Background: an optimization exercise with open tools, aiming at small area, a short achievable clock period and few clock cycles per item. Do not read the settings as production practice. No functional check of the RTL was part of any run shown here. Power is estimated from default activity; no workload was simulated.

File: flow/constraint.sdc
create_clock -name core_clock -period 4.5 [get_ports {clk}]
set_input_delay 0.9000 -clock core_clock [delete_from_list [all_inputs] [get_ports {clk}]]
set_output_delay 0.9000 -clock core_clock [all_outputs]
set_load 0.01 [all_outputs]
File: flow/config.mk
export PLATFORM = sky130hd
export DESIGN_NAME = tpe_fparse
export DESIGN_NICKNAME = tpe_fparse
export VERILOG_FILES = /design/flow/design.v
export SDC_FILE = /design/flow/constraint.sdc
export NUM_CORES = 4
export LEC_CHECK = 0
export ABC_CLOCK_PERIOD_IN_PS = 2000
export CAP_MARGIN = 20
export CORE_MARGIN = 2
export CORE_UTILIZATION = 40
export SETUP_SLACK_MARGIN = 2.3
export SLEW_MARGIN = 20
File: flow/run.sh
#!/bin/bash
# synth_recipe.tcl (not shown) runs the flow's synth.tcl, then flattens the netlist and writes it again
# the make line also repeats each setting of config.mk as NAME=value (left out here)
make -C /OpenROAD-flow-scripts/flow DESIGN_CONFIG=/design/flow/config.mk WORK_HOME=/design/flow/orfs CLKGATE_MAP_FILE= SYNTH_SCRIPT=/design/flow/synth_recipe.tcl finish
File: flow/design.v
module tpe_fparse (
    input  wire         clk,
    input  wire         rst,
    input  wire         in_valid,
    input  wire [7:0]   in_data,
    input  wire         in_last,
    output wire         in_ready,
    output reg          out_valid,
    input  wire         out_ready,
    output reg          out_end,
    output wire [7:0]   out_kind,
    output reg          out_success,
    output reg  [31:0]  out_word,
    output wire [15:0]  out_period,
    output reg          out_flag,
    output reg  [103:0] out_temps,
    output reg  [15:0]  out_cursor
);
    localparam [7:0]  SYNC0       = 8'hCA;
    localparam [7:0]  SYNC1       = 8'hFE;
    localparam [15:0] CRC_POLY    = 16'h1021;
    localparam [15:0] CRC_INIT    = 16'hFFFF;
    function [15:0] crc_byte;
        input [15:0] c_in;
        input [7:0]  b;
        reg   [15:0] c;
        integer      i;
        begin
            c = c_in ^ {b, 8'h00};
            for (i = 0; i < 8; i = i + 1)
                c = c[15] ? ((c << 1) ^ CRC_POLY) : (c << 1);
            crc_byte = c;
        end
    endfunction
    reg  [8:0]  fidx;          
    reg  [8:0]  lastidx;       
    reg         recq;          
    reg         stopped;       
    reg  [15:0] crc_rx;
    reg  [15:0] crc;
    reg  [2:0]  kind;
    reg         chk;           
    reg         lastp;         
    reg         fresh;         
    reg         end_pending;
    reg         end_zero;      
    reg         zq;            
    assign out_kind   = {5'd0, kind};
    assign out_period = out_temps[15:0];
    wire fidx_hi = |fidx[8:3];
    wire fidx_ge4 = |fidx[8:2];
    wire out_free = !out_valid || out_ready;
    assign in_ready = !lastp && !zq && !(fidx_ge4 && out_valid);
    wire take = in_valid && in_ready;
    wire wr = !out_valid;      
    wire type_ok = (in_data[7:3] == 5'd0) && (in_data[2:0] != 3'd0) && (in_data[2:0] != 3'd7);
    reg  hdr_bad;
    always @(*) begin
        case (fidx)
            9'd0:    hdr_bad = (in_data != SYNC0);
            9'd1:    hdr_bad = (in_data != SYNC1);
            9'd4:    hdr_bad = !type_ok;
            default: hdr_bad = 1'b0;
        endcase
    end
    wire frame_done = (fidx == 9'd6) ? (in_data == 8'd0)
                                     : ((fidx_hi || fidx[2:0] == 3'd7) && fidx == lastidx);
    reg  rec_len_ok;
    always @(*) begin
        case (kind)
            3'd4:    rec_len_ok = (in_data >= 8'd17);
            3'd3:    rec_len_ok = (in_data >= 8'd6);
            3'd6:    rec_len_ok = (in_data != 8'd0);
            default: rec_len_ok = 1'b1;
        endcase
    end
    wire        crc_ok   = chk && (crc == crc_rx);
    wire        rec_b    = crc_ok && recq;
    wire [15:0] endval   = crc_ok ? out_cursor + {7'd0, lastidx} + 16'd1
                                  : (fresh ? 16'd0 : out_cursor);
    integer k;
    always @(posedge clk) begin
        case (fidx)
            9'd2: crc_rx[7:0]  <= in_data;
            9'd3: crc_rx[15:8] <= in_data;
            9'd4: if (wr) kind        <= in_data[2:0];
            9'd5: if (wr) out_success <= (in_data != 8'd0);
            9'd7: if (wr) out_flag    <= (in_data != 8'd0);
            9'd6: begin
                lastidx <= {1'b0, in_data} + 9'd6;
                recq    <= rec_len_ok;
            end
            default: ;
        endcase
        for (k = 0; k < 4; k = k + 1)
            if (wr && fidx == 9'd7 + k) out_word[8*k +: 8] <= in_data;
        for (k = 0; k < 13; k = k + 1)
            if (wr && fidx == 9'd11 + k) out_temps[8*k +: 8] <= in_data;
        if (fidx < 9'd4)
            crc <= CRC_INIT;
        else if (take)
            crc <= crc_byte(crc, in_data);
    end
    reg s0v, s0e, s1v, s1z, s2v;
    always @(posedge clk) begin
        s0v = out_valid;   s0e = out_end;
        s1v = end_pending; s1z = end_zero;
        s2v = zq;
        if (rst) begin
            fidx        <= 9'd0;
            stopped     <= 1'b0;
            chk         <= 1'b0;
            lastp       <= 1'b0;
            fresh       <= 1'b1;
            end_pending <= 1'b0;
            end_zero    <= 1'b0;
            zq          <= 1'b0;
            out_valid   <= 1'b0;
        end else begin
            chk   <= take && frame_done && !stopped;
            lastp <= take && in_last;
            if (take) begin
                if (in_last || frame_done)
                    fidx <= 9'd0;
                else
                    fidx <= fidx + 9'd1;
            end
            if (take && in_last)
                stopped <= 1'b0;
            else if ((take && !stopped && hdr_bad) || (chk && !crc_ok && !lastp))
                stopped <= 1'b1;
            if (take && fidx == 9'd4)
                fresh <= 1'b0;
            if (lastp)
                fresh <= 1'b1;
            if (out_free) begin
                s0v = s1v;  s0e = 1'b1;
                if (s1v && s1z)
                    out_cursor <= 16'd0;
                s1v = s2v;  s1z = 1'b1;
                s2v = 1'b0;
            end
            if (rec_b) begin
                s0v = 1'b1; s0e = 1'b0;
                out_cursor <= endval;
                if (lastp) begin
                    s1v = 1'b1; s1z = 1'b0;
                end
            end else if (lastp) begin
                if (!s0v) begin
                    s0v = 1'b1; s0e = 1'b1;
                    out_cursor <= endval;
                end else if (!s1v) begin
                    s1v = 1'b1; s1z = s0e;
                    if (!s0e)
                        out_cursor <= endval;
                end else
                    s2v = 1'b1;
            end else if (crc_ok)
                out_cursor <= endval;
            else if (take && fidx == 9'd4 && fresh)
                out_cursor <= 16'd0;
            out_valid   <= s0v;
            out_end     <= s0e;
            end_pending <= s1v;
            end_zero    <= s1z;
            zq          <= s2v;
        end
    end
endmodule
==> notes.md, run 1 <==
- Area share of the largest cell type after synthesis: between 50% and 60%
- Post-DRT Antenna Nets: 0
- Setup TNS: 0 ps
- Die Area: between 20000 and 25000 sq um
- Syn_area_per_cell: around 13 sq um
- PD cells: 348.5 nW/um^2
- Routed wire per std cell: 21.35 microns
- Crit path required time: ~3600 ps
- Hold-fix buffers at CTS: 0
- Fin util: a little under three fifths
- Post-Synthesis Cells: approximately 700
- Worst Setup Path Type: flip-flop to primary output
- Slew margin rel.: 49.73%
- EDFF count, synth: 184
- Crit. End Element: primary output
- Top cells by count, synth: edfxtp_1 (184), nand2_1 (62), nor2_1 (52)
- Routed WL: roughly 27000 microns
- Drt initial violations: between 400 and 500
- GP Congestion: roughly 0.86
- Hold Path Class: flip-flop to flip-flop
- RSZ-0062 raised after global routing: true
- Post-detail-place hpwl: ~18000 microns
- Post-Layout Cell Count: between 1000 and 1500
- Final Hold Fails: 0
- Highest Clock Rate: 368.5 MHz
- Hold slack final: 462.1 ps
- M2 GR Usage: approximately 37%
- Critical path launch point type: flip-flop
- Via/cell ratio: ~5.3
- Number of remaining DRC errors: 0
- Number of top-level pins: slightly below 200
- Number of max-cap violations: 0
- Met3 usage: ~6.4%
- Int Pwr: 3.511 mW
- FF+latch count, synth: between 200 and 250
- Final Setup Violations: 0
- Worst Skew: a little over 8 ps
- Slew Limit Fails: 0
- IO buf count: between 150 and 200
- Global-route met1 utilization: between 20% and 30%
- Final #Nets: around 990
- Clock latency (worst-skew pair): approximately 520 ps
- First-pass GRT wire length: 40740 microns
- Num CTS Buffers: 24
- Most frequent cell after synthesis: edfxtp_1
- Die Ht: around 160 microns
- Worst-Margin Slew: ~750 ps
- Switch share: 22.46%
- H-tree depth: 1
- CP max stage cell: dfxtp_4
- CTS tree: yes
- Area leader, netlist: edfxtp_1
- Critical Path Max Stage Delay: roughly 360 ps
- P&R area growth vs syn: 39.41%
- Worst-path cell chain: nor4_4 -> nand3b_1 -> buf_6 -> a21boi_2 -> buf_2
- Async SR Flop Fraction: 0%
- Clock root cell: clkbuf_16
- Sw power: about 1 mW
- Total global-route track usage: between 20% and 30%
- Number of diodes: 0
- Outcome: finished clean
- Comb pwr share: 7.9%
- Largest net degree at the start of global routing: 29
- Total gr overflow: 0
- Rows: 55
- Crit path time final: 2714 ps
- Post-Syn Area: between 9000 and 10000 sq um
- Flop pwr share: between 40% and 50%
- First drt pass iteration count: 5
- Placed Cells: roughly 1200
- Worst VDD drop: between 300 and 400 uV
- Leakage power: around 5 nW
- Initial antenna violation count: 1
- Warnings from Yosys: 1
- Clock power share: roughly 43%
- Share of cells above drive strength 1: 23.54%
- Clock Path Buffers: 3
- Initial Util: 40.92%
- Synth top area cells: edfxtp_1 (59%), dfxtp_1 (7.1%), xnor2_1 (4.7%), nand2_1 (2.5%), nor2_1 (2.1%)
- Vias after detailed routing: around 6800
- Period utilization: roughly 60%
- Top FF cell, synth: edfxtp_1
- Total power: approximately 4.5 mW
- Largest fanout on the critical path: 4
- Vias in the first global route: between 6000 and 7000
- GR peak layer: met2
- Fillers: 1900
- Core ar.: 22780 sq um
- Die width: ~160 microns
- Post-synthesis sequential area ratio: about 66%
- Distinct cells, synth: just over 70
- Worst EP arrival: between 1500 and 2000 ps
- Clock Sinks: roughly 220
- Clock-pin transition on the worst setup and hold timing paths: around 60 ps
## registers in the layout, indices dropped and copies added, names as in the netlist, 3 cells and up
register	cells
crc	16
crc_rx	16
fidx	9
kind	3
lastidx	9
out_cursor	16
out_temps	104
out_word	32
## cells by family after synthesis
logic type,count (synthesis),synth area share (%)
flops,217,66.37
simple gates,209,11.17
compound gates,115,8.955
buf+inv,72,4.175
xor+xnor,69,6.484
fa+ha+maj,16,2.228
mux,5,0.5772
other cells,1,0.04024
## power by group through the flow
stage	sequential, mW	combinational, mW	clock, mW
after detailed placement	2.28	0.279	0
after floorplan	2.27	0.169	0
after global placement	2.28	0.271	0
after CTS	2.23	0.328	1.97
final	2.23	0.358	1.94
after global routing	2.23	0.386	2.04
## area by class of cell
| cell class | instances | area (sq um) | area share (%) |
|---|---|---|---|
| Sequential cell | 217 | 6211 | 47.80 |
| Multi-Input combinational cell | 420 | 3224 | 24.81 |
| Timing Repair Buffer | 273 | 2303 | 17.73 |
| Clock buffer | 29 | 619.3 | 4.766 |
| Tap cell | 313 | 391.6 | 3.014 |
| Clock inverter | 14 | 163.9 | 1.261 |
| Inverter | 19 | 75.07 | 0.5778 |
| Timing Repair inverter | 1 | 5.005 | 0.03852 |
## cell usage in the layout (no fill, tap or decap), types with 19 or more instances in the layout
cell type,instances
nor2_1,39
edfxtp_1,184
xnor2_1,47
dlygate4sd2_1,170
buf_4,73
dfxtp_1,19
nand3_1,20
nand2_1,58
clkbuf_16,24
## through the flow
| step | instance area [sq um] | worst slack [ps] |
|---|---|---|
| after floorplan | 9455 | 1902 |
| after global placement | 11500 | 1412 |
| after detailed placement | 11500 | 1333 |
| after CTS | 12690 | 1831 |
| after global routing | 12990 | 1749 |
| final | 12990 | 1786 |
## routing by layer
| metal | share of wire [%] | vias up |
|---|---|---|
| li1 | - | 3096 |
| met1 | 41 | 3373 |
| met2 | 49 | 264 |
| met3 | 7.7 | 53 |
| met4 | 2.6 | 2 |
| met5 | 0.047 | - |
## path summary, 6_finish.rpt
| path | startpoint | end | depth (start not counted) | slack (ps) |
|---|---|---|---|---|
| setup / recovery | fidx[7] | in_ready | 5 | 1790 |
| hold / removal | stopped | chk | 1 | 460 |
| hold reg to reg | stopped | chk | 1 | 460 |
| setup reg to reg | out_cursor[0] | out_cursor[12] | 11 | 1880 |
## what timing repair did
item | in CTS | in global routing
pin swaps | 29 | 36
cloned | 2 | 1
gates resized for setup | 263 | 65
buffers inserted | 48 | 22
endpoints found under the setup margin | 285 | 178
## critical path, delay by kind of cell (launching register included)
family / cells / cell delay (ps)
buf+inv: 2 / 310
simple gates: 2 / 530
flops: 1 / 360
compound gates: 1 / 100
==> run 2, diff against run 1 <==
==> flow/flow/run.sh (new file) <==
#!/bin/bash
# The standard layout, with plain buf_1 cells as the port buffers.
set -euo pipefail
export BUFFER_PORTS_ARGS="-buffer_cell sky130_fd_sc_hd__buf_1"
bash standard.sh > standard_flow.log 2>&1
==> flow/standard.sh (new file) <==
#!/bin/bash
# synth_recipe.tcl (not shown) runs the flow's synth.tcl, then flattens the netlist and writes it again
# the make line also repeats each setting of config.mk as NAME=value (left out here)
make -C /OpenROAD-flow-scripts/flow DESIGN_CONFIG=/design/flow/config.mk WORK_HOME=/design/flow/orfs CLKGATE_MAP_FILE= SYNTH_SCRIPT=/design/flow/synth_recipe.tcl "${@:-finish}"
removed: flow/run.sh
==> run 2 against run 1 <==
First-iteration DRC count increased by 10%. Critical path type unchanged. Via count decreased by 1.3%. Critical path depth unchanged. Design area decreased by 7.6%. Routed wire length decreased by 6.4%. Sequential power about the same. Synthesized cell count unchanged. Sequential share of layout area increased by 3.9 points. Cell count decreased by 1.8%. Core utilization decreased by 4.3 points.
==> notes.md, run 2 <==
- Biggest registers after layout: out_temps (104), out_word (32)
- Critical Path Source: fidx[5]
- IO buf count: around 190
- Crit path required time: roughly 3600 ps
- Number of top-level pins: 194
- Critical Path Max Stage Delay: between 300 and 400 ps
- Final Hold Fails: 0
- Crit path buf inv count: 2
- Post-synthesis sequential area ratio: 66.37%
- Synth top area cells: edfxtp_1 (59%), dfxtp_1 (7.1%), xnor2_1 (4.7%), nand2_1 (2.5%), nor2_1 (2.1%)
- Final #Nets: just under 1000
- Highest Clock Rate: between 300 and 400 MHz
- Crit path time final: between 2000 and 3000 ps
- Reg2reg start: out_cursor[1]
- Destination of the worst hold path: chk
- Setup TNS: 0 ps
- Die width: approximately 160 microns
- Syn_area_per_cell: 13.24 sq um
- Family with the most delay on the worst path: simple AND/OR/NAND/NOR gates
- Initial Util: between 40% and 50%
- Sw power: ~1.0 mW
- Worst EP arrival: roughly 1800 ps
- Post-Syn Area: about 9300 sq um
- Fin area: 12010 sq um
- Leakage power: between 4 and 5 nW
- CTS tree: yes
- Multiplexer share of the synthesized area: less than 1%
- Hold slack final: between 400 and 500 ps
- Worst VDD drop: between 300 and 400 uV
- Routed WL: between 20000 and 30000 microns
- Crit. End Element: primary output
- Area leader, netlist: edfxtp_1
- Post-detail-place hpwl: approximately 16000 microns
- Comb pwr share: under 10%
- Pre-CTS setup slack: ~1600 ps
- Critical path launch point type: flip-flop
- Top cells by count, synth: edfxtp_1 (184), nand2_1 (62), nor2_1 (52)
- CP max stage cell: dfxtp_4
- First drt pass iteration count: 6
- Worst Setup Path Type: flip-flop to primary output
- H-tree depth: 1
- Clock latency (worst-skew pair): around 510 ps
- RSZ-0062 raised after global routing: true
- Total gr overflow: 0
- Int Pwr: 3.391 mW
- Hold-fix buffers at CTS: 0
- Most frequent cell after synthesis: edfxtp_1
- Clock Path Buffers: 3
- Total global-route track usage: 20.33%
- Clock power share: a little over two fifths
- Die Ht: between 150 and 200 microns
- Switch share: 22.76%
- Max reg flops: around 100
- XOR/XNOR Fraction of Synth Area: 6.484%
- PD cells: 365.6 nW/um^2
- Number of max-cap violations: 0
- R2R cell count: 8
- Final Setup Violations: 0
- Post-Synth Adder-Cell Area: 2.228%
- Initial antenna violation count: 0
- Hold_sp: stopped
- Post-Synth Simple-Gate Area: roughly 11%
- Total power: 4.390 mW
- Setup WS post-layout: 1813 ps
- FF+latch count, synth: about 220
- Post-Synthesis Cells: between 700 and 800
- Most frequent cells in the layout: edfxtp_1 (184), buf_1 (184), nand2_1 (59), buf_4 (45), xnor2_1 (43)
- Routed wire per std cell: about 20 microns
- Worst-path cell chain: nor4_4 -> nand3b_1 -> buf_12 -> a21boi_2 -> buf_2
- Flop pwr share: between 50% and 60%
- Reg-to-reg endpoint: out_cursor[9]
- Number of diodes: 0
- Clock root cell: clkbuf_16
- Async SR Flop Fraction: 0%
- Hold depth: 1
- Largest fanout on the critical path: 2
- Rows: 55
- GP Congestion: 0.8731
- Clock Sinks: 217
- Clock-pin transition on the worst setup and hold timing paths: 60 ps
- R2R Setup Slk: roughly 1900 ps
- Warnings from Yosys: 1
- Slew margin rel.: a little over a third
- Distinct cells, synth: 72
- Main combinational cell family by area after synthesis: simple AND/OR/NAND/NOR gates
- EDFF count, synth: ~180
- Biggest register: out_temps
- Slew Limit Fails: 0
- Vias after detailed routing: 6697
- Share of cells above drive strength 1: a little over a fifth
- Post-DRT Antenna Nets: 0
- Num CTS Buffers: 23
- P&R area growth vs syn: 28.82%
- Post-Place Cell Area: 10310 sq um
- Top FF cell, synth: edfxtp_1
- Compound-Gate Fraction of Synth Area: 8.954%
- Number of remaining DRC errors: 0
- Largest net degree at the start of global routing: 36
- Worst-Margin Slew: between 900 and 1000 ps
- Period utilization: between 50% and 60%
- Drt initial violations: 512
- Core ar.: roughly 23000 sq um
- Worst Skew: just under 8 ps
- Vias in the first global route: 6651
- Via/cell ratio: roughly 5.3
- Die Area: approximately 25000 sq um
- First-pass GRT wire length: 38340 microns
- Hold Path Class: flip-flop to flip-flop
- Area share of the largest cell type after synthesis: about three fifths
- Outcome: finished clean
-- run 2: stage by stage --
stage                     utilization (%)  instances
after CTS                           51.36       1251
after global routing                52.71       1263
after floorplan                         -        708
after detailed placement            45.27       1169
after global placement              45.27       1169
final                               52.71       1263
-- run 2: logic make-up after synthesis --
logic type                 after synthesis
buffers and inverters                   72
other                                    1
adders and majority gates               16
muxes                                    5
AOI/OAI and AO/OA                      115
DFF                                    217
xor gates and xnor gates                69
and+or+nand+nor                        209
-- run 2: layout make-up --
class / count / area (sq um)
Fill cell: 1905 / 10770
Sequential cell: 217 / 6202
Multi-Input combinational cell: 421 / 3271
Timing Repair Buffer: 253 / 1350
Clock buffer: 26 / 586.8
Tap cell: 313 / 391.6
Clock inverter: 14 / 133.9
Inverter: 19 / 71.32
-- run 2: worst max-delay path by stage --
stage	end	slack, ps	depth (start not counted)
floorplan	fidx[1]	1900	6
global placement	fidx[2]	1590	6
detailed placement	fidx[1]	1560	6
CTS	in_ready	1790	5
global route	in_ready	1700	5
finish	in_ready	1810	5
-- run 2: power groups by stage --
stage	clock [mW]	sequential (mW)	combinational, mW
global placement	0	2.28	0.254
floorplan	0	2.27	0.169
global route	1.93	2.24	0.359
detailed placement	0	2.28	0.255
CTS	1.85	2.23	0.293
finish	1.83	2.23	0.330
-- run 2: timing repair --
item / 4_1_cts / 5_1_grt
setup endpoints to repair: 87 / 154
setup buffers: 39 / 11
cloned: 3 / 1
pin swaps: 42 / 21
gates resized for setup: 79 / 45
-- run 2: layer usage --
metal / GRT usage, % / up-vias / part of all wire [%]
met5: 0 / - / 0
met4: 6.073 / 0 / 2.6
met3: 5.705 / 47 / 7.8
met2: 32.72 / 268 / 48
met1: 26.88 / 3324 / 41
li1: - / 3058 / -
==> run 3, diff against run 2 <==
--- a/flow/design.v
+++ b/flow/design.v
@@ -5,5 +5,5 @@
     input  wire [7:0]   in_data,
     input  wire         in_last,
-    output wire         in_ready,
+    output reg          in_ready,
     output reg          out_valid,
     input  wire         out_ready,
@@ -49,7 +49,5 @@
     assign out_period = out_temps[15:0];
     wire fidx_hi = |fidx[8:3];
-    wire fidx_ge4 = |fidx[8:2];
     wire out_free = !out_valid || out_ready;
-    assign in_ready = !lastp && !zq && !(fidx_ge4 && out_valid);
     wire take = in_valid && in_ready;
     wire wr = !out_valid;      
@@ -77,6 +75,5 @@
     wire        crc_ok   = chk && (crc == crc_rx);
     wire        rec_b    = crc_ok && recq;
-    wire [15:0] endval   = crc_ok ? out_cursor + {7'd0, lastidx} + 16'd1
-                                  : (fresh ? 16'd0 : out_cursor);
+    wire [15:0] csum     = out_cursor + {7'd0, lastidx} + 16'd1;
     integer k;
     always @(posedge clk) begin
@@ -103,8 +100,18 @@
     end
     reg s0v, s0e, s1v, s1z, s2v;
+    reg cur_zero;
+    reg [8:0] fidx_n;
     always @(posedge clk) begin
         s0v = out_valid;   s0e = out_end;
         s1v = end_pending; s1z = end_zero;
         s2v = zq;
+        cur_zero = 1'b0;
+        fidx_n = fidx;
+        if (take) begin
+            if (in_last || frame_done)
+                fidx_n = 9'd0;
+            else
+                fidx_n = fidx + 9'd1;
+        end
         if (rst) begin
             fidx        <= 9'd0;
@@ -117,19 +124,17 @@
             zq          <= 1'b0;
             out_valid   <= 1'b0;
+            in_ready    <= 1'b1;
         end else begin
             chk   <= take && frame_done && !stopped;
             lastp <= take && in_last;
-            if (take) begin
-                if (in_last || frame_done)
-                    fidx <= 9'd0;
-                else
-                    fidx <= fidx + 9'd1;
-            end
+            fidx  <= fidx_n;
             if (take && in_last)
                 stopped <= 1'b0;
             else if ((take && !stopped && hdr_bad) || (chk && !crc_ok && !lastp))
                 stopped <= 1'b1;
-            if (take && fidx == 9'd4)
-                fresh <= 1'b0;
+            if (take && fidx == 9'd4) begin
+                fresh    <= 1'b0;
+                cur_zero = fresh;
+            end
             if (lastp)
                 fresh <= 1'b1;
@@ -137,5 +142,5 @@
                 s0v = s1v;  s0e = 1'b1;
                 if (s1v && s1z)
-                    out_cursor <= 16'd0;
+                    cur_zero = 1'b1;
                 s1v = s2v;  s1z = 1'b1;
                 s2v = 1'b0;
@@ -143,5 +148,4 @@
             if (rec_b) begin
                 s0v = 1'b1; s0e = 1'b0;
-                out_cursor <= endval;
                 if (lastp) begin
                     s1v = 1'b1; s1z = 1'b0;
@@ -150,14 +154,14 @@
                 if (!s0v) begin
                     s0v = 1'b1; s0e = 1'b1;
-                    out_cursor <= endval;
+                    if (fresh) cur_zero = 1'b1;
                 end else if (!s1v) begin
                     s1v = 1'b1; s1z = s0e;
-                    if (!s0e)
-                        out_cursor <= endval;
+                    if (fresh && !s0e) cur_zero = 1'b1;
                 end else
                     s2v = 1'b1;
-            end else if (crc_ok)
-                out_cursor <= endval;
-            else if (take && fidx == 9'd4 && fresh)
+            end
+            if (crc_ok)
+                out_cursor <= csum;
+            else if (cur_zero)
                 out_cursor <= 16'd0;
             out_valid   <= s0v;
@@ -166,4 +170,5 @@
             end_zero    <= s1z;
             zq          <= s2v;
+            in_ready    <= !(take && in_last) && !s2v && !(s0v && fidx_n >= 9'd4);
         end
     end
--- a/flow/config.mk
+++ b/flow/config.mk
@@ -6,8 +6,8 @@
 export NUM_CORES = 4
 export LEC_CHECK = 0
-export ABC_CLOCK_PERIOD_IN_PS = 2000
+export ABC_CLOCK_PERIOD_IN_PS = 1500
 export CAP_MARGIN = 20
 export CORE_MARGIN = 2
 export CORE_UTILIZATION = 40
-export SETUP_SLACK_MARGIN = 2.3
+export SETUP_SLACK_MARGIN = 2.7
 export SLEW_MARGIN = 20
==> run 3 against run 2 <==
Critical endpoint is now out_cursor[12]. Routed wire length shrank 8.9%. Critical path type is now flip-flop to flip-flop. Non-clock buffer count increased by 16. Maximum frequency is 16% higher. Clock skew is 9.4 ps higher. Hold slack got worse by 46 ps.
==> notes.md, run 3 <==
- Number of max-cap violations: 0
- Top FF cell, synth: edfxtp_1
- Slew margin rel.: 64.65%
- Max reg flops: around 100
- M2 GR Usage: about a third
- Crit path buf inv count: 2
- GP Congestion: 0.7893
- Initial antenna violation count: 0
- Crit path required time: 4730 ps
- Post-Syn Area: a little under 9000 sq um
- Area of the multi-input gates: slightly below 3000 sq um
- Biggest registers after layout: out_temps (104), out_word (32)
- Slew Limit Fails: 0
- Post-synthesis sequential area ratio: roughly 70%
- CP max stage cell: or4_4
- Routed WL: ~23000 microns
- Vias after detailed routing: about 6000
- Total global-route track usage: between 10% and 20%
- Rows: 54
- Fillers: roughly 1800
- Core ar.: approximately 22000 sq um
- R2R Setup Slk: 2180 ps
- Largest net degree at the start of global routing: 35
- Family with the most delay on the worst path: simple AND/OR/NAND/NOR gates
- Pre-CTS setup slack: between 1500 and 2000 ps
- Final Setup Violations: 0
- Num CTS Buffers: 24
- CTS tree: yes
- FF+latch count, synth: 218
- Syn_area_per_cell: roughly 14 sq um
- Crit. End Element: flip-flop
- Leakage power: between 4 and 5 nW
- Post-Layout Cell Count: 1172
- Global-route met1 utilization: between 20 and 30%
- Hold_sp: stopped
- Largest fanout on the critical path: 8
- H-tree depth: 1
- First-pass GRT wire length: between 30000 and 40000 microns
- Fin util: 55.90%
- Setup WS post-layout: 2184 ps
- Via/cell ratio: between 5 and 6
- Worst EP arrival: around 2500 ps
- Clock Path Buffers: 3
- RSZ-0062 raised after global routing: true
- Number of diodes: 0
- Placed Cells: 1059
- Sequential Area: just over 6000 sq um
- Critical Path Max Stage Delay: roughly 570 ps
- Post-detail-place hpwl: 15350 microns
- Reg2reg start: fidx[7]
- Distinct cells, synth: 57
- Highest Clock Rate: 431.8 MHz
- IO buf count: 188
- Top cells by count, synth: edfxtp_1 (184), nand2_1 (45), nor2_1 (41)
- EDFF count, synth: about 180
- Most frequent cells in the layout: edfxtp_1 (184), clkbuf_2 (119), buf_2 (47), buf_4 (45), nand2_1 (43)
- Die Area: ~23000 sq um
- Destination of the worst hold path: chk
- Crit path time final: around 2300 ps
- Number of top-level pins: about 190
- Post-Synthesis Cells: ~620
- Hold-fix buffers at CTS: 0
- Critical path launch point type: flip-flop
- Share of cells above drive strength 1: 44.06%
- First drt pass iteration count: 5
- R2R cell count: 8
- Async SR Flop Fraction: 0%
- Worst VDD drop: 420.8 uV
- Post-DRT Antenna Nets: 0
- Vias in the first global route: around 6000
- Die Ht: between 150 and 200 microns
- Die width: 152.5 microns
- Area leader, netlist: edfxtp_1
- Biggest register: out_temps
- Most frequent cell after synthesis: edfxtp_1
- Commonest non-fill, non-tap cell in the layout: edfxtp_1
- Clock-pin transition on the worst setup and hold timing paths: roughly 60 ps
- Met3 usage: under 10%
- Hold depth: 1
- Worst Skew: approximately 17 ps
- Outcome: finished clean
- Warnings from Yosys: 1
- Reg-to-reg endpoint: out_cursor[12]
- Hold Path Class: flip-flop to flip-flop
- Number of remaining DRC errors: 0
- Worst-path cell chain: or4_4 -> nor3_4 -> and2_4 -> and3_4 -> o21ai_2 -> a31oi_4 -> buf_6 -> buf_12
- Final Hold Fails: 0
- Period utilization: about half
- Setup TNS: 0 ps
- Clock Sinks: roughly 220
- PD cells: around 360 nW/um^2
- Drt initial violations: ~450
- Worst-Margin Slew: between 500 and 600 ps
- Routed wire per std cell: approximately 20 microns
- Area share of the largest cell type after synthesis: 62.65%
- Clock latency (worst-skew pair): 520 ps
- Total gr overflow: 0
- Synth top area cells: edfxtp_1 (63%), dfxtp_1 (7.7%), xnor2_1 (4.0%), xor2_1 (3.4%), ha_1 (2.1%)
- Initial Util: just over 40%
- Worst Setup Path Type: flip-flop to flip-flop
- GR peak layer: met2
- Final #Nets: approximately 900
- Clock root cell: clkbuf_16
- P&R area growth vs syn: 37.89%
## run 3: cell types whose count changed after synthesis, sizes merged, moves of 5 or more
| cell | change |
|---|---|
| and2 | +11 |
| xnor2 | -10 |
| a21oi | -12 |
| a211oi | -5 |
| nand2 | -18 |
| nand4 | -12 |
| clkbuf | -7 |
| nor2 | -11 |
| xor2 | +15 |
## run 3: layout make-up
type                            count  area share (%)
Clock buffer                       25           5.144
Clock inverter                     18           1.636
Inverter                           19          0.5864
Multi-Input combinational cell    343           23.84
Sequential cell                   218           51.26
Tap cell                          280           2.881
Timing Repair Buffer              269           14.66
## run 3: cells by family after synthesis
family | after synthesis | share of synthesized area, %
compound gates | 74 | 5.958
other cells | 1 | 0.04252
flops | 218 | 70.36
fa+ha+maj | 16 | 2.355
xor+xnor | 74 | 7.349
mux | 2 | 0.2412
simple gates | 172 | 9.888
buf+inv | 62 | 3.802
## run 3: timing repair
item,CTS,global route
endpoints found under the setup margin,409,406
gates cloned,1,0
pin swaps,44,26
buffers inserted,50,19
resized for setup,121,156
## run 3: worst max path at each step
stage	depth (start not counted)	startpoint	slack, ps	to
5_1_grt	12	fidx[7]	2130	stopped
3_5_place_dp	7	in_data[5]	1510	fidx[0]
2_1_floorplan	7	in_data[5]	2080	fidx[0]
4_1_cts	8	fidx[7]	2230	out_cursor[1]
3_3_place_gp	7	in_data[5]	1580	fidx[0]
6_report	8	fidx[7]	2180	out_cursor[12]
## run 3: per-layer routing
metal / vias to the layer above / share of wire [%]
li1: 2738 / -
met3: 42 / 5.1
met4: 0 / 2.4
met1: 2972 / 42
met5: - / 0
met2: 220 / 50
## run 3: metrics by stage
step,hold WS [ps],power (mW),cell area [sq um]
2_1_floorplan,400.6,2.337,9196
3_3_place_gp,423.4,2.394,10010
3_5_place_dp,423.4,2.396,10010
4_1_cts,446.4,4.430,11690
5_1_grt,454.4,4.522,12160
6_report,436.4,4.406,12160
## run 3: where the power goes
group          switching [mW]  internal, mW  leakage, nW
registers             0.00779          2.19         1.95
logic                   0.113        0.0654         2.12
clock network           0.793          1.24        0.397
==> run 4, diff against run 3 <==
--- a/flow/config.mk
+++ b/flow/config.mk
@@ -6,8 +6,8 @@
 export NUM_CORES = 4
 export LEC_CHECK = 0
-export ABC_CLOCK_PERIOD_IN_PS = 1500
+export ABC_CLOCK_PERIOD_IN_PS = 2000
 export CAP_MARGIN = 20
 export CORE_MARGIN = 2
 export CORE_UTILIZATION = 40
-export SETUP_SLACK_MARGIN = 2.7
+export SETUP_SLACK_MARGIN = 2.3
 export SLEW_MARGIN = 20
==> run 4 against run 3 <==
Combinational power is 9% lower. Critical path depth stayed put. Cell count is 3.6% lower. Largest cell class unchanged. Highest routed layer unchanged.
==> notes.md, run 4 <==
- Fin util: between 50% and 60%
- Top FF cell, synth: edfxtp_1
- Clock-pin transition on the worst setup and hold timing paths: around 60 ps
- Post-Syn Area: 8820 sq um
- Post-DRT Antenna Nets: 0
- Placed Cells: around 1100
- Initial antenna violation count: 0
- Post-Place Cell Area: 9836 sq um
- Distinct cells, synth: 57
- Crit path time final: around 2300 ps
- Share of cells above drive strength 1: approximately 17%
- Total power: 4.195 mW
- Post-detail-place hpwl: between 10000 and 15000 microns
- Number of max-cap violations: 0
- H-tree depth: 1
- Area leader, netlist: edfxtp_1
- CTS tree: yes
- Clock Sinks: between 200 and 250
- Number of diodes: 0
- Switch share: approximately a fifth
- Area share of the largest cell type after synthesis: 62.65%
- Post-Layout Cell Count: ~1100
- Clock Path Buffers: 3
- Biggest register: out_temps
- Largest net degree at the start of global routing: 35
- Clock root cell: clkbuf_16
- Post-Synthesis Cells: 619
- PD cells: 376.3 nW/um^2
- Max reg flops: ~100
- Clock latency (worst-skew pair): approximately 500 ps
- Highest Clock Rate: roughly 430 MHz
- Number of remaining DRC errors: 0
- Worst-Margin Slew: between 500 and 600 ps
- Vias in the first global route: ~5500
- First-pass GRT wire length: about 33000 microns
- Outcome: finished clean
- Top cells by count, synth: edfxtp_1 (184), nand2_1 (45), nor2_1 (41)
- Num CTS Buffers: 24
- Syn_area_per_cell: approximately 14 sq um
- Largest fanout on the critical path: 8
- Setup TNS: 0 ps
- Comb pwr share: under 10%
- Critical path launch point type: flip-flop
- Commonest non-fill, non-tap cell in the layout: buf_1
- Die Ht: between 150 and 200 microns
- Fin area: about 11000 sq um
- Core ar.: about 22000 sq um
- Crit. End Element: flip-flop
- Most frequent cells in the layout: buf_1 (186), edfxtp_1 (184), nand2_1 (45), xnor2_1 (40), nor2_1 (37)
- Sw power: 0.8690 mW
- IO buf count: approximately 190
- Most frequent cell after synthesis: edfxtp_1
- Leakage power: around 3.6 nW
- Post-synthesis sequential area ratio: around 70%
- Int Pwr: ~3.3 mW
- Synth top area cells: edfxtp_1 (63%), dfxtp_1 (7.7%), xnor2_1 (4.0%), xor2_1 (3.4%), ha_1 (2.1%)
- Warnings from Yosys: 1
- Die width: about 150 microns
- Slew Limit Fails: 0
- Final Setup Violations: 0
- First drt pass iteration count: 4
- Via/cell ratio: between 4 and 5
- Clock power share: between 40% and 50%
- FF+latch count, synth: 218
- Async SR Flop Fraction: 0%
- Flop pwr share: a little over half
- Hold Path Class: flip-flop to flip-flop
- Rows: 54
- GP Congestion: 0.8303
- Total global-route track usage: between 10% and 20%
- Crit path required time: around 4700 ps
- Drt initial violations: between 300 and 400
- Worst Skew: roughly 5.8 ps
- Biggest registers after layout: out_temps (104), out_word (32)
- Die Area: between 20000 and 25000 sq um
- Vias after detailed routing: roughly 5600
- Period utilization: 51.13%
- Worst Setup Path Type: flip-flop to flip-flop
- Routed WL: between 20000 and 25000 microns
- Worst EP arrival: 2520 ps
- P&R area growth vs syn: 26.41%
- Number of top-level pins: approximately 190
- Total gr overflow: 0
- Slew margin rel.: between 60% and 70%
- RSZ-0062 raised after global routing: true
- Routed wire per std cell: roughly 19 microns
- EDFF count, synth: ~180
- Worst VDD drop: 294.6 uV
- Initial Util: 40.54%
- Final Hold Fails: 0
- Final #Nets: between 800 and 900
## run 4: path summary, 6_finish.rpt
| check | from | end | slack, ps | cells after the start |
|---|---|---|---|---|
| max | fidx[8] | out_cursor[2] | 2200 | 8 |
| min | stopped | chk | 460 | 1 |
| max reg2reg | fidx[8] | out_cursor[2] | 2200 | 8 |
| min reg2reg | stopped | chk | 460 | 1 |
## run 4: through the flow
step           hold slack, ps  setup slack, ps
6_report                458.9             2199
5_1_grt                 473.5             2154
4_1_cts                 445.6             2166
3_5_place_dp            431.3             1644
3_3_place_gp            423.3             1672
2_1_floorplan           400.6             2077
## run 4: worst max-delay path: stages (launching register included)
cell and delay, ps:
dfxtp_4 360, or4_4 550, nor3_4 180, and2_4 180, and3_4 200, o21ai_4 60, a31oi_4 230, buf_12 140
buf_16 120
## run 4: repair_timing
action | in CTS | in global routing
setup endpoints to repair | 207 | 139
gates resized for setup | 51 | 29
buffers inserted | 14 | 11
hold buffers | 0 | 0
gates cloned | 1 | 1
pin swaps | 17 | 23
## run 4: layer usage
layer | GRT usage [%] | part of all wire [%]
met5 | 0 | 0
met4 | 5.467 | 2.7
met3 | 3.811 | 5.0
met2 | 31.47 | 50
met1 | 23.03 | 42
## run 4: area by class of cell
type / instances / area [sq um]
clock inverters: 11 / 86.33
repair buffers: 226 / 1135
multi-input cells: 343 / 2629
well taps: 280 / 350.3
fillers: 1875 / 10610
flip-flops and latches: 218 / 6222
inverters: 19 / 71.32
clock buffers: 33 / 655.6
## run 4: cell families (layout without fill, tap and decap cells)
group	count (synthesis)	after routing	synth area share, %
muxes	2	2	0.2412
and+or+nand+nor	172	172	9.888
buffers and inverters	62	289	3.802
AOI/OAI and AO/OA	74	74	5.958
DFF	218	218	70.36
xor gates and xnor gates	74	74	7.349
adders and majority gates	16	16	2.355
other	1	5	0.04252
## run 4: power groups by stage
stage / registers (mW) / clock network, mW / logic [mW]
detailed placement: 2.24 / 0 / 0.147
CTS: 2.20 / 1.88 / 0.155
global route: 2.20 / 1.95 / 0.178
finish: 2.20 / 1.83 / 0.163
global placement: 2.24 / 0 / 0.146
floorplan: 2.24 / 0 / 0.0850
==> run 5, diff against run 4 <==
--- a/flow/design.v
+++ b/flow/design.v
@@ -133,10 +133,10 @@
             else if ((take && !stopped && hdr_bad) || (chk && !crc_ok && !lastp))
                 stopped <= 1'b1;
-            if (take && fidx == 9'd4) begin
-                fresh    <= 1'b0;
-                cur_zero = fresh;
-            end
+            if (crc_ok)
+                fresh <= 1'b0;
             if (lastp)
                 fresh <= 1'b1;
+            if (fresh && !out_valid && !lastp)
+                cur_zero = 1'b1;
             if (out_free) begin
                 s0v = s1v;  s0e = 1'b1;
==> run 5 against run 4 <==
Die area decreased by 0.52%. Setup slack got worse by 53 ps. Clock-buffer cell count decreased by 8. Global-route usage is 0.14 points lower. Flip-flop and latch count stayed put. Synthesized cell count unchanged. Non-clock buffer count decreased by 2. Sequential power about the same. Register-to-register slack worse by 50 ps. Combinational power is 23% higher. Hold slack got worse by 36 ps. Critical path depth is 2 lower.
==> notes.md, run 5 <==
- Most frequent cell after synthesis: edfxtp_1
- Final Hold Fails: 0
- PD cells: approximately 380 nW/um^2
- Setup WS post-layout: 2146 ps
- Hold slack final: around 420 ps
- Syn_area_per_cell: ~14 sq um
- Worst EP arrival: between 2000 and 3000 ps
- Post-Syn Area: between 8000 and 9000 sq um
- IO buf count: approximately 190
- EDFF count, synth: between 150 and 200
- Post-detail-place hpwl: 14500 microns
- P&R area growth vs syn: 25.84%
- Post-Layout Cell Count: about 1100
- Clock Sinks: about 220
- Fillers: approximately 1900
- Family with the most delay on the worst path: compound AO/OA/AOI/OAI gates
- Number of max-cap violations: 0
- Vias in the first global route: between 5000 and 6000
- FF+latch count, synth: 218
- Final Setup Violations: 0
- Crit path time final: 2354 ps
- Pre-CTS setup slack: around 1500 ps
- Outcome: finished clean
- Initial Util: between 40% and 50%
- Highest Clock Rate: 424.8 MHz
- Post-DRT Antenna Nets: 0
- Share of cells above drive strength 1: ~16%
- Clock root cell: clkbuf_16
- Setup TNS: 0 ps
- Placed Cells: 1057
- Clock-pin transition on the worst setup and hold timing paths: ~60 ps
- Num CTS Buffers: 23
- Worst-path cell chain: or4_4 -> a2111oi_4 -> nor4_4 -> a211o_1 -> a21o_4 -> o32a_1
- Crit. End Element: flip-flop
- Rows: between 50 and 60
- Top FF cell, synth: edfxtp_1
- Initial antenna violation count: 0
- Clock latency (worst-skew pair): ~510 ps
- Largest fanout on the critical path: 9
- Die width: around 150 microns
- First drt pass iteration count: 5
- Crit path buf inv count: 0
- Critical Path Max Stage Delay: roughly 590 ps
- Warnings from Yosys: 1
- Post-synthesis sequential area ratio: 70.75%
- Die Ht: ~150 microns
- Routed wire per std cell: about 19 microns
- Sequential Area: 6216 sq um
- Biggest register: out_temps
- Worst Setup Path Type: flip-flop to flip-flop
- Slew margin rel.: between 40% and 50%
- Commonest non-fill, non-tap cell in the layout: edfxtp_1
- Max reg flops: between 100 and 150
- Vias after detailed routing: between 5000 and 6000
- Drt initial violations: 411
- Die Area: between 20000 and 25000 sq um
- First-pass GRT wire length: about 33000 microns
- Area leader, netlist: edfxtp_1
- Critical path launch point type: flip-flop
- Worst VDD drop: about 270 uV
- Routed WL: roughly 21000 microns
- CTS tree: yes
- Async SR Flop Fraction: 0%
- Number of diodes: 0
- Clock Path Buffers: 3
- Period utilization: 52.31%
- Hold Path Class: flip-flop to flip-flop
- Crit path required time: slightly below 5000 ps
- Leakage power: ~3.7 nW
- Distinct cells, synth: between 50 and 60
- RSZ-0062 raised after global routing: true
- Core ar.: between 20000 and 25000 sq um
- CP max stage cell: or4_4
- Hold-fix buffers at CTS: 0
- Area of the multi-input gates: about 2600 sq um
- Final #Nets: approximately 860
- Via/cell ratio: ~5
- GP Congestion: around 0.81
- Synth top area cells: edfxtp_1 (63%), dfxtp_1 (7.8%), xnor2_1 (5.4%), ha_1 (2.1%), buf_4 (1.8%)
- Total power: 4.219 mW
- Slew Limit Fails: 0
- Total gr overflow: 0
- Total global-route track usage: 18.01%
- Most frequent cells in the layout: edfxtp_1 (184), buf_1 (181), xnor2_1 (52), nand2_1 (38), nor2_1 (32)
- Worst Skew: between 15 and 20 ps
- Post-Synthesis Cells: 619
- Largest net degree at the start of global routing: 36
- Number of top-level pins: 194
- Biggest registers after layout: out_temps (104), out_word (32)
- Number of remaining DRC errors: 0
- Area share of the largest cell type after synthesis: a little over three fifths
- Top cells by count, synth: edfxtp_1 (184), xnor2_1 (54), nand2_1 (39)
- H-tree depth: 1
- Worst-Margin Slew: between 800 and 900 ps
## run 5: changes by cell type after synthesis, moves of 3 or more
cell	before	now
a21oi_1	11	19
or3_1	3	6
xnor2_1	40	54
nor2_1	41	35
nand2_1	45	39
nand4_1	2	9
nor3_1	8	16
o211ai_1	17	13
clkbuf_1	15	19
or4_1	1	4
xor2_1	34	14
a21o_1	1	6
## run 5: layer usage
metal	up-vias	part of all wire (%)	track usage, %
met5	-	0	0
met4	0	3.0	6.008
met3	47	6.7	4.335
met2	220	48	29.02
met1	2749	43	24.12
li1	2676	-	-
## run 5: report_power, final
part	total, mW	internal [mW]	switching, mW
Clock	1.80	1.05	0.751
Combinational	0.200	0.0707	0.129
Sequential	2.22	2.20	0.0148
Total	4.22	3.32	0.895
## run 5: path summary, 6_finish.rpt
| check | start | endpoint | slack (ps) | depth (start not counted) |
|---|---|---|---|---|
| max | fidx[7] | in_ready | 2150 | 6 |
| min | stopped | chk | 420 | 1 |
| max reg2reg | fidx[7] | in_ready | 2150 | 6 |
| min reg2reg | stopped | chk | 420 | 1 |
## run 5: repair_timing
item,4_1_cts,5_1_grt
gates cloned,0,1
pin swaps,11,22
endpoints found under the setup margin,201,172
resized for setup,32,39
buffers inserted,8,17
## run 5: layout make-up
class                           instances  area share, %
Clock buffer                           25          5.282
Inverter                               19         0.7027
Clock inverter                         16          1.247
Timing Repair Buffer                  224          9.940
Sequential cell                       218          56.31
Multi-Input combinational cell        342          23.35
Tap cell                              280          3.174
## run 5: cell families (layout without fill, tap and decap cells)
family | count (synthesis) | count (layout) | synth area share [%]
fa+ha+maj | 16 | 16 | 2.368
flops | 218 | 218 | 70.75
simple gates | 171 | 171 | 9.770
xor+xnor | 68 | 68 | 6.789
compound gates | 80 | 80 | 6.247
other cells | 1 | 5 | 0.04275
buf+inv | 63 | 284 | 3.794
mux | 2 | 2 | 0.2425
## run 5: worst reg2reg max path: cells and delay by family (launching register included)
| family | cells | cell delay [ps] |
|---|---|---|
| compound gates | 4 | 1210 |
| simple gates | 2 | 700 |
| flops | 1 | 350 |
## run 5: through the flow
step | cell area (sq um) | utilization, %
floorplan | 8966 | -
global placement | 9787 | 45.13
detailed placement | 9792 | 45.15
CTS | 10720 | 49.41
global route | 11040 | 50.90
finish | 11040 | 50.90
==> run 6, diff against run 5 <==
--- a/flow/config.mk
+++ b/flow/config.mk
@@ -9,5 +9,5 @@
 export CAP_MARGIN = 20
 export CORE_MARGIN = 2
-export CORE_UTILIZATION = 40
-export SETUP_SLACK_MARGIN = 2.3
+export CORE_UTILIZATION = 60
+export SETUP_SLACK_MARGIN = 2.4
 export SLEW_MARGIN = 20
==> run 6 against run 5 <==
Highest routed layer unchanged. Routed wire length grew 0.16%. Clock-buffer cell count increased by 1. Die area fell by 33%. Largest cell class unchanged. Core utilization rose by 27 points. Hold slack better by 24 ps. Sequential power about the same.
==> notes.md, run 6 <==
- P&R area growth vs syn: 27.59%
- Final #Nets: ~870
- Crit. End Element: flip-flop
- Crit path buf inv count: 2
- Biggest register: out_temps
- Number of remaining DRC errors: 0
- Post-Place Cell Area: 9711 sq um
- Via/cell ratio: between 5 and 6
- Top cells by count, synth: edfxtp_1 (184), xnor2_1 (54), nand2_1 (39)
- Final Hold Fails: 0
- Fillers: ~870
- Number of diodes: 0
- Crit path time final: approximately 2200 ps
- Vias after detailed routing: slightly below 6000
- Worst-Margin Slew: between 600 and 700 ps
- FF+latch count, synth: 218
- Distinct cells, synth: just over 50
- Core ar.: roughly 14000 sq um
- Hold depth: 1
- Async SR Flop Fraction: 0%
- Most frequent cell after synthesis: edfxtp_1
- CTS tree: yes
- Crit path required time: around 4700 ps
- Slew Limit Fails: 0
- Most common cell on crit path: inv_2
- Largest fanout on the critical path: 6
- Post-Synthesis Cells: a little over 600
- Num CTS Buffers: 23
- Critical path launch point type: flip-flop
- Post-Syn Area: around 8800 sq um
- Most frequent cells in the layout: edfxtp_1 (184), buf_1 (182), xnor2_1 (54), buf_4 (43), nand2_1 (36)
- Worst Skew: 7.481 ps
- Flop pwr share: 52.5%
- Worst EP arrival: about 2500 ps
- Initial antenna violation count: 0
- Setup TNS: 0 ps
- Area leader, netlist: edfxtp_1
- Slew margin rel.: approximately three fifths
- Switch share: approximately a fifth
- Int Pwr: around 3.3 mW
- Commonest non-fill, non-tap cell in the layout: edfxtp_1
- Number of max-cap violations: 0
- Post-synthesis sequential area ratio: a little over two thirds
- Clock-pin transition on the worst setup and hold timing paths: around 60 ps
- Fin area: around 11000 sq um
- Number of top-level pins: approximately 190
- Clock Path Buffers: 3
- Fin util: ~78%
- Highest Clock Rate: ~450 MHz
- Clock Sinks: 218
- EDFF count, synth: roughly 180
- Setup WS post-layout: ~2300 ps
- H-tree depth: 1
- Pre-CTS setup slack: 1204 ps
- Biggest registers after layout: out_temps (104), out_word (32)
- Area share of the largest cell type after synthesis: a little over three fifths
- Family with the most delay on the worst path: compound AO/OA/AOI/OAI gates
- Outcome: finished clean
- Top FF cell, synth: edfxtp_1
- Post-detail-place hpwl: around 14000 microns
- Total power: 4.221 mW
- Die width: ~120 microns
- Worst VDD drop: approximately 330 uV
- Clock latency (worst-skew pair): slightly below 500 ps
- Comb pwr share: 5.2%
- GP Congestion: 0.8509
- First drt pass iteration count: 5
- Vias in the first global route: about 5700
- Rows: 44
- Max reg flops: approximately 100
- Initial Util: approximately 61%
- Leakage power: ~3.8 nW
- RSZ-0062 raised after global routing: true
- Die Area: approximately 16000 sq um
- Synth top area cells: edfxtp_1 (63%), dfxtp_1 (7.8%), xnor2_1 (5.4%), ha_1 (2.1%), buf_4 (1.8%)
- Total global-route track usage: roughly a quarter
- Largest net degree at the start of global routing: 25
- First-pass GRT wire length: about 32000 microns
- Worst-path cell chain: inv_2 -> ha_2 -> inv_2 -> fa_2 -> a21o_1 -> a21oi_4 -> o21ai_4 -> a31oi_4 -> or3_1 -> a21oi_1
- CP max stage cell: edfxtp_1
- Warnings from Yosys: 1
- Share of cells above drive strength 1: approximately a fifth
- Drt initial violations: a little over 400
- R2R cell count: 10
- Worst Setup Path Type: flip-flop to flip-flop
- PD cells: 377.2 nW/um^2
- Sw power: about 0.89 mW
- Syn_area_per_cell: ~14 sq um
- Crit path depth: 10
- Total gr overflow: 0
- Clock root cell: clkbuf_16
- Period utilization: approximately half
- Clock power share: 42.3%
- Die Ht: ~120 microns
- Routed WL: 21400 microns
- Routed wire per std cell: 20.50 microns
- IO buf count: roughly 190
- Hold Path Class: flip-flop to flip-flop
- Post-DRT Antenna Nets: 0
- Critical Path Max Stage Delay: a little over 400 ps
- Final Setup Violations: 0
run 6: logic make-up after synthesis:
| logic type | share of synthesized area, % |
|---|---|
| flip-flops | 70.75 |
| AND/OR/NAND/NOR | 9.770 |
| AO/OA/AOI/OAI | 6.247 |
| XOR/XNOR | 6.789 |
| buffers and inverters | 3.794 |
| adder cells (fa/ha/maj) | 2.368 |
| multiplexers | 0.2425 |
| other | 0.04275 |
run 6: worst paths after layout:
kind                  from              to  slack (ps)
min                stopped             chk         450
max          out_cursor[0]  out_cursor[10]        2270
max reg2reg  out_cursor[0]  out_cursor[10]        2270
min reg2reg        stopped             chk         450
run 6: metal layers:
layer  wire [microns]  up-vias  global-route usage [%]  share of wire, %
li1                 -     2711                       -                 -
met2            10770      272                   45.97                50
met5                0        -                       0                 0
met4              685        0                   8.366               3.2
met1             8355     2929                   34.17                39
met3             1586       45                   5.627               7.4
run 6: timing repair:
action / in CTS / in global routing
hold buffers: 0 / 0
buffers inserted: 24 / 18
hold endpoints to repair: 0 / 0
gates cloned: 0 / 1
setup endpoints to repair: 197 / 168
pin swaps: 20 / 18
gates resized for setup: 80 / 25
run 6: layout make-up:
cell class | count | area [sq um] | share of cell area (%)
Clock buffer | 26 | 586.8 | 5.243
Tap cell | 184 | 230.2 | 2.057
Multi-Input combinational cell | 342 | 2696 | 24.09
Inverter | 19 | 78.83 | 0.7043
Clock inverter | 14 | 126.4 | 1.129
Sequential cell | 218 | 6231 | 55.67
Timing Repair Buffer | 241 | 1242 | 11.10
run 6: per-stage QoR:
stage / hold WS (ps) / std cells
final: 446.9 / 1044
after CTS: 448.6 / 1025
after global placement: 417.5 / 961
after global routing: 469.6 / 1044
after floorplan: 400.9 / 623
after detailed placement: 441.0 / 961
run 6: power by group through the flow:
stage	clock [mW]	sequential, mW	combinational (mW)
floorplan	0	2.26	0.112
global placement	0	2.26	0.175
detailed placement	0	2.26	0.178
CTS	1.81	2.22	0.201
global route	1.88	2.22	0.239
finish	1.79	2.21	0.221
==> run 7, diff against run 6 <==
--- a/flow/design.v
+++ b/flow/design.v
@@ -34,5 +34,6 @@
     endfunction
     reg  [8:0]  fidx;          
-    reg  [8:0]  lastidx;       
+    reg  [8:0]  lm;            
+    reg         at_last;       
     reg         recq;          
     reg         stopped;       
@@ -41,4 +42,5 @@
     reg  [2:0]  kind;
     reg         chk;           
+    reg         crcgood;       
     reg         lastp;         
     reg         fresh;         
@@ -48,5 +50,4 @@
     assign out_kind   = {5'd0, kind};
     assign out_period = out_temps[15:0];
-    wire fidx_hi = |fidx[8:3];
     wire out_free = !out_valid || out_ready;
     wire take = in_valid && in_ready;
@@ -62,6 +63,7 @@
         endcase
     end
-    wire frame_done = (fidx == 9'd6) ? (in_data == 8'd0)
-                                     : ((fidx_hi || fidx[2:0] == 3'd7) && fidx == lastidx);
+    wire f6 = (fidx == 9'd6);
+    wire frame_done = f6 ? (in_data == 8'd0) : at_last;
+    wire [15:0] crc_next = crc_byte(crc, in_data);
     reg  rec_len_ok;
     always @(*) begin
@@ -73,7 +75,7 @@
         endcase
     end
-    wire        crc_ok   = chk && (crc == crc_rx);
+    wire        crc_ok   = chk && crcgood;
     wire        rec_b    = crc_ok && recq;
-    wire [15:0] csum     = out_cursor + {7'd0, lastidx} + 16'd1;
+    wire [15:0] csum     = out_cursor + {7'd0, lm} + 16'd2;
     integer k;
     always @(posedge clk) begin
@@ -85,6 +87,6 @@
             9'd7: if (wr) out_flag    <= (in_data != 8'd0);
             9'd6: begin
-                lastidx <= {1'b0, in_data} + 9'd6;
-                recq    <= rec_len_ok;
+                lm   <= {1'b0, in_data} + 9'd5;
+                recq <= rec_len_ok;
             end
             default: ;
@@ -97,9 +99,10 @@
             crc <= CRC_INIT;
         else if (take)
-            crc <= crc_byte(crc, in_data);
+            crc <= crc_next;
+        crcgood <= (crc_next == crc_rx);
     end
     reg s0v, s0e, s1v, s1z, s2v;
     reg cur_zero;
-    reg [8:0] fidx_n;
+    reg restart;
     always @(posedge clk) begin
         s0v = out_valid;   s0e = out_end;
@@ -107,13 +110,8 @@
         s2v = zq;
         cur_zero = 1'b0;
-        fidx_n = fidx;
-        if (take) begin
-            if (in_last || frame_done)
-                fidx_n = 9'd0;
-            else
-                fidx_n = fidx + 9'd1;
-        end
+        restart = take && (in_last || frame_done);
         if (rst) begin
             fidx        <= 9'd0;
+            at_last     <= 1'b0;
             stopped     <= 1'b0;
             chk         <= 1'b0;
@@ -128,8 +126,14 @@
             chk   <= take && frame_done && !stopped;
             lastp <= take && in_last;
-            fidx  <= fidx_n;
+            if (restart) begin
+                fidx    <= 9'd0;
+                at_last <= 1'b0;
+            end else if (take) begin
+                fidx    <= fidx + 9'd1;
+                at_last <= f6 ? (in_data == 8'd1) : (fidx == lm);
+            end
             if (take && in_last)
                 stopped <= 1'b0;
-            else if ((take && !stopped && hdr_bad) || (chk && !crc_ok && !lastp))
+            else if ((take && !stopped && hdr_bad) || (chk && !crcgood && !lastp))
                 stopped <= 1'b1;
             if (crc_ok)
@@ -170,5 +174,6 @@
             end_zero    <= s1z;
             zq          <= s2v;
-            in_ready    <= !(take && in_last) && !s2v && !(s0v && fidx_n >= 9'd4);
+            in_ready    <= !(take && in_last) && !s2v &&
+                           !(s0v && (take ? (!restart && fidx >= 9'd3) : (fidx >= 9'd4)));
         end
     end
--- a/flow/config.mk
+++ b/flow/config.mk
@@ -10,4 +10,4 @@
 export CORE_MARGIN = 2
 export CORE_UTILIZATION = 60
-export SETUP_SLACK_MARGIN = 2.4
+export SETUP_SLACK_MARGIN = 2.5
 export SLEW_MARGIN = 20
==> run 7 against run 6 <==
Flip-flop and latch count grew 2. Non-clock buffer count grew 9. Die area is 1.7% higher. Clock power down 6%. Still clean on timing, DRC and antenna.
==> notes.md, run 7 <==
- Outcome: finished clean
- Hold-fix buffers at CTS: 0
- First-pass GRT wire length: approximately 32000 microns
- Number of top-level pins: 194
- Core ar.: around 15000 sq um
- Setup WS post-layout: about 2000 ps
- FF+latch count, synth: 220
- Distinct cells, synth: 54
- Area share of the largest cell type after synthesis: about three fifths
- Worst Setup Path Type: flip-flop to flip-flop
- H-tree depth: 1
- Clock Path Buffers: 3
- Clock root cell: clkbuf_16
- Fin util: between 70% and 80%
- Clock Sinks: between 200 and 250
- Family with the most delay on the worst path: buffers and inverters
- Most frequent cells in the layout: edfxtp_1 (184), buf_1 (174), buf_4 (46), nand2_1 (36), nor2_1 (33)
- Period utilization: 55.22%
- Vias in the first global route: 5826
- Via/cell ratio: between 5 and 6
- Syn_area_per_cell: approximately 14 sq um
- Hold_sp: stopped
- Worst EP arrival: 2700 ps
- Highest Clock Rate: around 400 MHz
- Num CTS Buffers: 22
- CTS tree: yes
- Hold depth: 1
- Total power: 4.222 mW
- Biggest registers after layout: out_temps (104), out_word (32)
- Post-synthesis sequential area ratio: around 70%
- Initial Util: approximately 60%
- PD cells: ~370 nW/um^2
- Slew margin rel.: about half
- Clock latency (worst-skew pair): around 510 ps
- Die Ht: 126.0 microns
- Critical Path Max Stage Delay: around 450 ps
- Crit. End Element: flip-flop
- Crit path depth: 16
- Routed WL: ~22000 microns
- Critical path launch point type: flip-flop
- Destination of the worst hold path: chk
- Vias after detailed routing: between 5000 and 6000
- Crit path required time: 4720 ps
- Post-DRT Antenna Nets: 0
- Worst-path cell chain: inv_2 -> ha_4 -> inv_2 -> ha_4 -> inv_2 -> fa_2 -> nor2b_2 -> buf_4 -> buf_6 -> buf_6 -> buf_6 -> buf_6 -> buf_6 -> buf_6 -> buf_6 -> nor3_2
- Share of cells above drive strength 1: a little over a fifth
- Crit path time final: roughly 2500 ps
- Async SR Flop Fraction: 0%
- Biggest register: out_temps
- Area leader, netlist: edfxtp_1
- Clock-pin transition on the worst setup and hold timing paths: 60 ps
- Max reg flops: 104
- Worst-Margin Slew: roughly 770 ps
- RSZ-0062 raised after global routing: true
- Drt initial violations: 484
- Routed wire per std cell: 20.97 microns
- Setup TNS: 0 ps
- Top FF cell, synth: edfxtp_1
- Number of remaining DRC errors: 0
- Most frequent cell after synthesis: edfxtp_1
- Worst VDD drop: approximately 310 uV
- Post-Syn Area: 8929 sq um
- Slew Limit Fails: 0
- Total global-route track usage: a little over a quarter
- Commonest non-fill, non-tap cell in the layout: edfxtp_1
- Worst Skew: between 7 and 8 ps
- CP max stage cell: edfxtp_1
- IO buf count: roughly 190
- Leakage power: 4.104 nW
- Reg-to-reg endpoint: out_cursor[3]
- Post-detail-place hpwl: roughly 14000 microns
- Die Area: between 15000 and 20000 sq um
- Initial antenna violation count: 0
- Top cells by count, synth: edfxtp_1 (184), nand2_1 (39), dfxtp_1 (36)
- Number of diodes: 0
- Crit path buf inv count: 11
- Final Hold Fails: 0
- Die width: between 100 and 150 microns
- R2R cell count: 16
- Largest fanout on the critical path: 2
- Total gr overflow: 0
- EDFF count, synth: between 150 and 200
- Hold Path Class: flip-flop to flip-flop
- Rows: 44
- Number of max-cap violations: 0
- Warnings from Yosys: 1
- Reg2reg start: lm[1]
- GP Congestion: between 0.8 and 0.9
- R2R Setup Slk: just over 2000 ps
- Largest net degree at the start of global routing: 37
- Post-Synthesis Cells: between 600 and 700
- Pre-CTS setup slack: 1421 ps
- First drt pass iteration count: 5
- P&R area growth vs syn: 29.32%
- Most common cell on crit path: buf_6
- Synth top area cells: edfxtp_1 (62%), dfxtp_1 (8.1%), ha_1 (3.9%), xor2_1 (3.2%), xnor2_1 (2.8%)
- Final #Nets: roughly 900
- Final Setup Violations: 0
==> run 7: cells by family after synthesis <==
logic type	share of synthesized area, %
multiplexers	0.1121
other	0.04200
adder cells (fa/ha/maj)	4.148
XOR/XNOR	7.119
flip-flops	69.96
AO/OA/AOI/OAI	5.353
buffers and inverters	3.349
AND/OR/NAND/NOR	9.922
==> run 7: cell type report <==
class | instances | area (sq um)
Clock buffer | 26 | 565.5
Clock inverter | 12 | 87.58
Fill cell | 839 | 2988
Inverter | 20 | 82.58
Multi-Input combinational cell | 345 | 2945
Sequential cell | 220 | 6254
Tap cell | 184 | 230.2
Timing Repair Buffer | 250 | 1381
==> run 7: worst max-delay path by stage <==
stage          slack, ps          start             end
6_report            2010          lm[1]   out_cursor[3]
4_1_cts             2040          lm[1]  out_cursor[11]
3_5_place_dp        1420     in_data[2]         crcgood
5_1_grt             1960          lm[1]  out_cursor[11]
3_3_place_gp        1210     in_data[6]         crcgood
2_1_floorplan       2150  out_cursor[1]  out_cursor[11]
==> run 7: layer usage <==
metal	up-vias	part of all wire (%)	GRT usage, %
met1	2944	42	37.73
met4	0	1.8	6.206
met5	-	0	0
met3	34	7.7	4.928
met2	257	48	43.20
li1	2725	-	-
==> run 7: through the flow <==
stage / cells / area, sq um / hold slack (ps)
global route: 1057 / 11550 / 468.0
global placement: 964 / 9913 / 441.8
finish: 1057 / 11550 / 440.5
floorplan: 622 / 9189 / 401.3
detailed placement: 965 / 9928 / 442.2
CTS: 1034 / 11190 / 452.6
==> run 7: where the power goes <==
| group | switching, mW | internal (mW) | total (mW) |
|---|---|---|---|
| Combinational | 0.175 | 0.129 | 0.303 |
| Sequential | 0.0145 | 2.22 | 2.24 |
| Clock | 0.731 | 0.952 | 1.68 |
| Total | 0.920 | 3.30 | 4.22 |
==> run 7: repair_timing <==
action | 4_1_cts | 5_1_grt
resized for setup | 100 | 42
pin swaps | 26 | 17
endpoints found under the setup margin | 191 | 119
setup buffers | 30 | 22
cloned | 1 | 1
==> run 7: worst register-to-register path, stage by stage, from the launching register on <==
cell and delay [ps]:
edfxtp_1 450, inv_2 100, ha_4 190, inv_2 60
ha_4 130, inv_2 40, fa_2 350, nor2b_2 150
buf_4 130, buf_6 80, buf_6 80, buf_6 80
buf_6 80, buf_6 80, buf_6 80, buf_6 80
nor3_2 40
==> run 8, diff against run 7 <==
--- a/flow/config.mk
+++ b/flow/config.mk
@@ -9,5 +9,5 @@
 export CAP_MARGIN = 20
 export CORE_MARGIN = 2
-export CORE_UTILIZATION = 60
-export SETUP_SLACK_MARGIN = 2.5
+export CORE_UTILIZATION = 40
+export SETUP_SLACK_MARGIN = 2.3
 export SLEW_MARGIN = 20
==> run 8 against run 7 <==
Clock power grew 21%. Routed wire length shrank 0.58%. Largest cell class unchanged. Sequential power is essentially flat. Cell count grew 6.4%. Design area shrank 2.2%. Global-route usage shrank 8.4 points. Synthesized cell count is the same. Non-clock buffer count shrank 32. Core utilization shrank 28 points. Critical path depth shrank 9. Die area grew 48%. Hold slack lost 2.0 ps.
==> notes.md, run 8 <==
- Share of cells above drive strength 1: 17.51%
- Worst VDD drop: roughly 260 uV
- Post-DRT Antenna Nets: 0
- Clock latency (worst-skew pair): around 500 ps
- Pre-CTS setup slack: 1401 ps
- Vias in the first global route: between 5000 and 6000
- Post-Synth Adder-Cell Area: 4.148%
- Largest net degree at the start of global routing: 37
- Worst Skew: about 14 ps
- Warnings from Yosys: 1
- Total global-route track usage: a little under a fifth
- Slew Limit Fails: 0
- GP Congestion: 0.7751
- First drt pass iteration count: 6
- Hold Path Class: flip-flop to flip-flop
- Highest Clock Rate: about 420 MHz
- Crit path time final: around 2400 ps
- Core ar.: 21890 sq um
- Async SR Flop Fraction: 0%
- Sequential Area: 6246 sq um
- Setup TNS: 0 ps
- Worst Setup Path Type: flip-flop to flip-flop
- Outcome: finished clean
- Compound-Gate Fraction of Synth Area: about 5.4%
- Most frequent cell after synthesis: edfxtp_1
- Number of max-cap violations: 0
- Num CTS Buffers: 24
- Worst-Margin Slew: a little under 700 ps
- XOR/XNOR Fraction of Synth Area: between 7 and 8%
- Period utilization: between 50% and 60%
- Routed WL: between 20000 and 25000 microns
- Drt initial violations: between 400 and 500
- PD cells: 400.7 nW/um^2
- Slew margin rel.: ~54%
- Clock root cell: clkbuf_16
- Leakage power: 3.931 nW
- Post-Synth Simple-Gate Area: under 10%
- Final #Nets: 870
- Multiplexer share of the synthesized area: less than 1%
- Distinct cells, synth: 54
- Crit. End Element: flip-flop
- Syn_area_per_cell: approximately 14 sq um
- Rows: 54
- Die Ht: 153.4 microns
- Largest fanout on the critical path: 4
- Clock Path Buffers: 3
- Total power: between 4 and 5 mW
- Biggest register: out_temps
- Clock-pin transition on the worst setup and hold timing paths: around 60 ps
-- run 8: cell types whose count changed in the layout (fill, tap and decap cells not counted), sizes merged --
cell | before | now
clkbuf | 33 | 32
bufinv | 1 | 3
inv | 20 | 21
buf | 242 | 216
clkinv | 11 | 6
clkinvlp | 0 | 3
a21oi | 19 | 18
bufbuf | 1 | 0
-- run 8: path summary, 6_finish.rpt --
kind	start	endpoint	slack (ps)	depth (start not counted)
worst max register to register	lm[8]	out_cursor[11]	2100	7
worst min-delay path	stopped	chk	440	1
worst min register to register	stopped	chk	440	1
worst max-delay path	lm[8]	out_cursor[11]	2100	7
-- run 8: where the power goes --
group	switching, mW	total, mW	internal (mW)	leakage, nW
Combinational	0.165	0.262	0.0964	1.56
Sequential	0.0139	2.24	2.22	1.97
Clock	0.788	2.03	1.24	0.404
-- run 8: cell type report --
| type | count | area share (%) |
|---|---|---|
| Sequential cell | 220 | 55.34 |
| Multi-Input combinational cell | 344 | 24.70 |
| Timing Repair Buffer | 218 | 8.791 |
| Clock buffer | 30 | 5.975 |
| Tap cell | 280 | 3.104 |
| Clock inverter | 13 | 1.363 |
| Inverter | 20 | 0.7316 |
-- run 8: stage by stage --
stage                     area [sq um]  hold WS (ps)  std cells  utilization, %
after global routing             11290         466.6       1125           51.56
after floorplan                   9112         401.3        622               -
after CTS                        11040         440.4       1118           50.44
after detailed placement          9972         431.8       1062           45.55
final                            11290         438.5       1125           51.56
after global placement            9972         440.0       1062           45.55
-- run 8: cells by family (layout without fill, tap and decap cells) --
| kind of cell | after synthesis | count (layout) |
|---|---|---|
| flip-flops | 220 | 220 |
| AND/OR/NAND/NOR | 171 | 171 |
| AO/OA/AOI/OAI | 71 | 71 |
| XOR/XNOR | 67 | 67 |
| buffers and inverters | 58 | 281 |
| adder cells (fa/ha/maj) | 29 | 29 |
| other | 1 | 5 |
| multiplexers | 1 | 1 |
-- run 8: critical path: stages (launching register included) --
cell	delay [ps]
edfxtp_1	440
ha_1	230
ha_1	380
a2111o_1	490
nor2_1	260
a211oi_2	130
xnor2_1	150
nor2_1	50
-- run 8: what timing repair did --
| item | CTS | global route |
|---|---|---|
| endpoints found under the setup margin | 145 | 112 |
| pin swaps | 16 | 13 |
| hold buffers | 0 | 0 |
| setup buffers | 13 | 7 |
| resized for setup | 37 | 45 |
-- run 8: layer usage --
metal,global-route usage [%],routed length [microns],share of wire [%],vias up
met4,5.024,535,2.4,0
met5,0,0,0,-
met1,24.37,9569,43,2833
met3,3.119,1098,5.0,40
met2,30.42,10840,49,193
li1,-,-,-,2657

Setup slack of run 8, layout unchanged: 2.099 ns with ideal ports, 2.099 ns with driving cells assumed (clock clkbuf_16, inputs buf_2), 1.792 ns with port delays also shifted by the 0.548 ns mid clock arrival.
